This is an optimization exercise on Yosys and OpenROAD, whose aim is small area, a short achievable clock period and few clock cycles, not a production implementation. Where RTL was checked, it was by simulation tests only, not by an equivalence proof against the original. No activity file was given, so power comes from the tool's default toggle rates.

==> onyx <==
Design pdm_decim, start of the top module:
module pdm_decim (
    input  wire        clk,
    input  wire        rst,         
    input  wire [2:0]  cfg_ratio,   
    input  wire [1:0]  cfg_nch,     
    input  wire        cfg_bord,    
    input  wire [7:0]  cfg_gain,    
    input  wire        in_valid,
    output reg         in_ready,
    input  wire [7:0]  in_data,
    output reg         out_valid,
    input  wire        out_ready,
    output reg  [15:0] out_data,
    output reg  [1:0]  out_chan
);
Settings: LEC_CHECK=0, CAP_MARGIN=20, CORE_MARGIN=2, CORE_UTILIZATION=55, PLACE_DENSITY=0.75, SLEW_MARGIN=20; clock period 12.0 ns.
standard.sh (not shown) runs the stock make flow with config.mk's settings and CLKGATE_MAP_FILE= SYNTH_SCRIPT=/design/flow/synth_recipe.tcl, a recipe that flattens the netlist after the stock synthesis.
==> flow/flow/run.sh <==
#!/bin/bash
# Standard layout, with the resizer free to change a cell's footprint and a
# tighter timing-repair target (setup slack to reach at the design's period).
set -euo pipefail
bash standard.sh MATCH_CELL_FOOTPRINT=0 SETUP_SLACK_MARGIN=7.5 finish > standard_flow.log 2>&1
==> harbor (differences from onyx) <==
--- a/flow/design.v
+++ b/flow/design.v
@@ -121,25 +121,18 @@
         | ({7{c_oh[4]}} & 7'd56)
         | ({7{c_oh[5]}} & 7'd70)
         | ({7{c_oh[6]}} & 7'd112)
         | ({7{c_oh[7]}} & 7'd70);    
     wire       k_casc = c_oh[7];
     reg        d125, d27;     
-    reg [21:0] q_c0, q_c1, q_c2;    
     always @(posedge clk) begin
         d125 <= (cfg_ratio == 3'd5) | (cfg_ratio == 3'd7);
         d27  <= (cfg_ratio == 3'd1) | (cfg_ratio == 3'd3);
-        q_c0 <= k_c0;
-        q_c1 <= k_c1;
-        q_c2 <= k_c2;
     end
     wire [8:0] gain_b = {c_gain[7], c_gain} + 9'd132;           
-    wire [5:0] gain_qc = gain_b / 9'd6;                          
-    reg  [5:0] gain_q;
-    always @(posedge clk)
-        gain_q <= gain_qc;
+    wire [5:0] gain_q = gain_b / 9'd6;                           
     wire signed [7:0] sh_c = 8'sd31 - $signed({2'b00, gain_q})
                              + $signed({4'b0000, k_a, 1'b0}) + $signed({5'b00000, k_a});
     reg [5:0] q_sh;
     always @(posedge clk)
         q_sh <= sh_c[7] ? 6'd0 : (sh_c > 8'sd47) ? 6'd47 : sh_c[5:0];
     reg frz;                  
@@ -150,14 +143,12 @@
     reg       a_v;
     always @(posedge clk) begin
         if (rst) begin
             a_v <= 1'b0;
         end else if (!frz) begin
             a_v    <= in_valid & in_ready;
-        end
-        if (!frz) begin
             a_byte <= c_bord ? in_data : {in_data[0], in_data[1], in_data[2], in_data[3],
                                           in_data[4], in_data[5], in_data[6], in_data[7]};
         end
     end
     reg [1:0] a_ch;
     reg [3:0] a_b;
@@ -256,14 +247,12 @@
     reg [12:0] b1_al2;
     always @(posedge clk) begin
         if (rst) begin
             b1_v <= 1'b0;
         end else if (!frz) begin
             b1_v    <= a_v;
-        end
-        if (!frz) begin
             b1_last <= a_blast;
             b1_m01  <= a_k0 & (a_b == 4'd0);
             b1_m2   <= (a_b == 4'd0);
             b1_ch   <= a_ch;
             b1_p0   <= p0_c;
             b1_v9   <= v9_c;
@@ -286,54 +275,54 @@
     wire [71:0] ra1 = alrows(b1_al1, b1_p0, 2'd2);
     wire [71:0] ra2 = alrows({1'b0, b1_al2}, b1_p0, 2'd0);
     wire [23:0] vr  = {12'd0, b1_v9, 3'd0};         
     wire [23:0] wr  = {12'd0, b1_w9, 3'd0};         
     wire [23:0] p2r = {18'd0, b1_p2};
     wire [47:0] e2a = csa(ra2[23:0], ra2[47:24], ra2[71:48]);
-    wire [47:0] e2b = csa(vr, p2r, b1_last ? {2'd0, q_c2} : 24'd0);
+    wire [47:0] e2b = csa(vr, p2r, b1_last ? {2'd0, k_c2} : 24'd0);
     wire [47:0] e2c = csa(e2a[23:0], e2a[47:24], e2b[23:0]);
     wire [47:0] e2d = csa(e2c[23:0], e2c[47:24], e2b[47:24]);
     wire [21:0] d2_c = e2d[21:0] + e2d[45:24];
     wire [47:0] e0a = csa(ra0[23:0], ra0[47:24], ra0[71:48]);
-    wire [47:0] e0c = csa(e0a[23:0], e0a[47:24], ~wr);
-    wire [47:0] e0d = csa(e0c[23:0], e0c[47:24], p2r);
-    wire [15:0] d0_c = e0d[15:0] + e0d[39:24];
+    wire [47:0] e0b = csa(~wr, p2r, b1_m01 ? {2'd0, k_c0} : 24'd0);
+    wire [47:0] e0c = csa(e0a[23:0], e0a[47:24], e0b[23:0]);
+    wire [47:0] e0d = csa(e0c[23:0], e0c[47:24], e0b[47:24]);
+    wire [21:0] d0_c = e0d[21:0] + e0d[45:24];
     wire [47:0] e1a = csa(ra1[23:0], ra1[47:24], ra1[71:48]);
     wire [47:0] e1b = csa(~vr, wr, ~{p2r[22:0], 1'b0});
     wire [47:0] e1c = csa(e1a[23:0], e1a[47:24], e1b[23:0]);
-    wire [47:0] e1d = csa(e1c[23:0], e1c[47:24], e1b[47:24]);
-    wire [16:0] d1_c = e1d[16:0] + e1d[40:24];
+    wire [47:0] e1x = csa(e1b[47:24], b1_m01 ? {2'd0, k_c1} : 24'd0, e1c[23:0]);
+    wire [47:0] e1d = csa(e1c[47:24], e1x[23:0], e1x[47:24]);
+    wire [21:0] d1_c = e1d[21:0] + e1d[45:24];
     reg        b2_v, b2_last, b2_m01, b2_m2;
     reg [1:0]  b2_ch;
-    reg [15:0] b2_d0;
-    reg [16:0] b2_d1;
+    reg [21:0] b2_d0;
+    reg [21:0] b2_d1;
     reg [21:0] b2_d2;
     always @(posedge clk) begin
         if (rst) begin
             b2_v <= 1'b0;
         end else if (!frz) begin
             b2_v    <= b1_v;
-        end
-        if (!frz) begin
             b2_last <= b1_last;
             b2_m01  <= b1_m01;
             b2_m2   <= b1_m2;
             b2_ch   <= b1_ch;
             b2_d0   <= d0_c;
             b2_d1   <= d1_c;
             b2_d2   <= d2_c;
         end
     end
     reg [21:0] acc0 [0:3];
     reg [21:0] acc1 [0:3];
     reg [18:0] acc2 [0:3];
-    wire [21:0] r0 = b2_m01 ? q_c0 : acc0[b2_ch];
-    wire [21:0] r1 = b2_m01 ? q_c1 : acc1[b2_ch];
+    wire [21:0] r0 = b2_m01 ? 22'd0 : acc0[b2_ch];
+    wire [21:0] r1 = b2_m01 ? 22'd0 : acc1[b2_ch];
     wire [18:0] r2 = b2_m2  ? 19'd0 : acc2[b2_ch];
-    wire [21:0] s0 = r0 + {6'd0, b2_d0};
-    wire [21:0] s1 = r1 + {5'd0, b2_d1};
+    wire [21:0] s0 = r0 + b2_d0;
+    wire [21:0] s1 = r1 + b2_d1;
     wire [21:0] s2 = {3'd0, r2} + b2_d2;
     wire wr_c = b2_v & ~frz;
     always @(posedge clk) begin
         if (wr_c) begin
             acc0[b2_ch] <= b2_last ? s1 : s0;
             acc1[b2_ch] <= b2_last ? s2 : s1;
@@ -344,14 +333,12 @@
     reg        c_v;
     always @(posedge clk) begin
         if (rst) begin
             c_v <= 1'b0;
         end else if (!frz) begin
             c_v <= b2_v & b2_last;
-        end
-        if (!frz) begin
             c_y <= s0;
         end
     end
     reg [21:0] fir1 [0:3];
     reg [24:0] firp [0:3];
     reg [1:0]  d_ch;
@@ -381,14 +368,12 @@
     reg        d_ng, d_v;
     always @(posedge clk) begin
         if (rst) begin
             d_v <= 1'b0;
         end else if (!frz) begin
             d_v  <= c_v;
-        end
-        if (!frz) begin
             d_m  <= m_c;
             d_ng <= np_c[24];
         end
     end
     wire [23:0] e_mag = d_m + {23'd0, d_ng};
     wire [46:0] xw = {e_mag, 23'd0} >> q_sh;
@@ -403,14 +388,12 @@
     reg        e_ovf, e_ng, e_v;
     always @(posedge clk) begin
         if (rst) begin
             e_v <= 1'b0;
         end else if (!frz) begin
             e_v   <= d_v;
-        end
-        if (!frz) begin
             e_x   <= xw[22:0];
             e_ovf <= ovf_c;
             e_ng  <= d_ng;
         end
     end
     wire [6:0]  xb0 = e_x[6:0];
@@ -447,14 +430,12 @@
     reg        v1_sat, v1_ng, v1_v;
     always @(posedge clk) begin
         if (rst) begin
             v1_v <= 1'b0;
         end else if (!frz) begin
             v1_v   <= e_v;
-        end
-        if (!frz) begin
             v1_f   <= f_c;
             v1_z   <= z_c;
             v1_sat <= s_c;
             v1_ng  <= e_ng;
         end
     end
@@ -475,14 +456,12 @@
     reg        v2_sat, v2_ng, v2_v;
     always @(posedge clk) begin
         if (rst) begin
             v2_v <= 1'b0;
         end else if (!frz) begin
             v2_v   <= v1_v;
-        end
-        if (!frz) begin
             v2_c   <= cc_c;
             v2_z   <= z2_c;
             v2_sat <= v1_sat;
             v2_ng  <= v1_ng;
         end
     end
@@ -497,14 +476,12 @@
     reg               g_v;
     always @(posedge clk) begin
         if (rst) begin
             g_v <= 1'b0;
         end else if (!frz) begin
             g_v <= p_v & k_casc;
-        end
-        if (!frz) begin
             g_p <= p_c;
         end
     end
     reg [21:0] hb_u [0:3];
     reg [20:0] hb_v [0:3];
     reg [15:0] hb_w [0:3];
@@ -551,14 +528,12 @@
     reg [1:0]         h_c;
     always @(posedge clk) begin
         if (rst) begin
             h_v <= 1'b0;
         end else if (!frz) begin
             h_v <= g_v & h_odd;
-        end
-        if (!frz) begin
             h_y <= hy;
             h_c <= h_ch;
         end
     end
     wire signed [21:0] hr  = (h_y + (h_y[21] ? 22'sd15 : 22'sd16)) >>> 5;
     wire [15:0] h_res = (hr > 22'sd32767) ? 16'h7fff :
==> flow/flow/run.sh (replaced) <==
#!/bin/bash
# Standard layout, with the resizer free to change a cell's footprint and a
# tighter timing-repair target (setup slack to reach at the design's period).
set -euo pipefail
bash standard.sh MATCH_CELL_FOOTPRINT=0 SETUP_SLACK_MARGIN=7 finish > standard_flow.log 2>&1
Settings changed: CORE_UTILIZATION 55 to 40, PLACE_DENSITY 0.75 to 0.6.
==> run summary <==
In harbor the clock skew is lower than in onyx, by 23 ps.
Routed wire length: harbor is higher than onyx (4.5%).
In onyx the power is higher than in harbor, by about 3%.
In harbor the critical path depth is lower than in onyx, by 1.
Register-to-register slack: harbor is lower than onyx (530 ps).
Against harbor, the die area of onyx is lower by about 30%.
Against harbor, the synthesized cell count of onyx is smaller by 4.0%.
In onyx the first-iteration DRC count is larger than in harbor, by about 13%.
Testbench counts of onyx, summed over its fixed seeds: cycles 21,972.
For harbor, only the layout was checked, not whether the RTL still works.

[static timing again, ports no longer ideal]
No port has a modelled driver above. Below, the same layouts with a new extraction and two added sets of constraints.
Step 1: set_driving_cell puts a clkbuf_16 on clk and a buf_2 on each other input, an assumption about the parent block.
Step 2, shift: input delay + t, output delay - t, t = (earliest + latest rising clock arrival at the registers) / 2. This alone moves slack from input paths to output paths.
a / b / c = no drivers / after step 1 / after step 2; a / b = the first two.
| run | shift t [ns] | setup WS [ns] | clock arrival spread, ns |
|---|---|---|---|
| onyx | 0.838 | 7.397 / 7.397 / 6.846 | 0.093 / 0.094 |
| harbor | 0.825 | 6.871 / 6.871 / 6.793 | 0.078 / 0.077 |
After both steps every run listed still meets setup and hold. The setup slack of onyx, which loses most, moves by 0.000 ns with the drivers and by -0.551 ns with both steps.
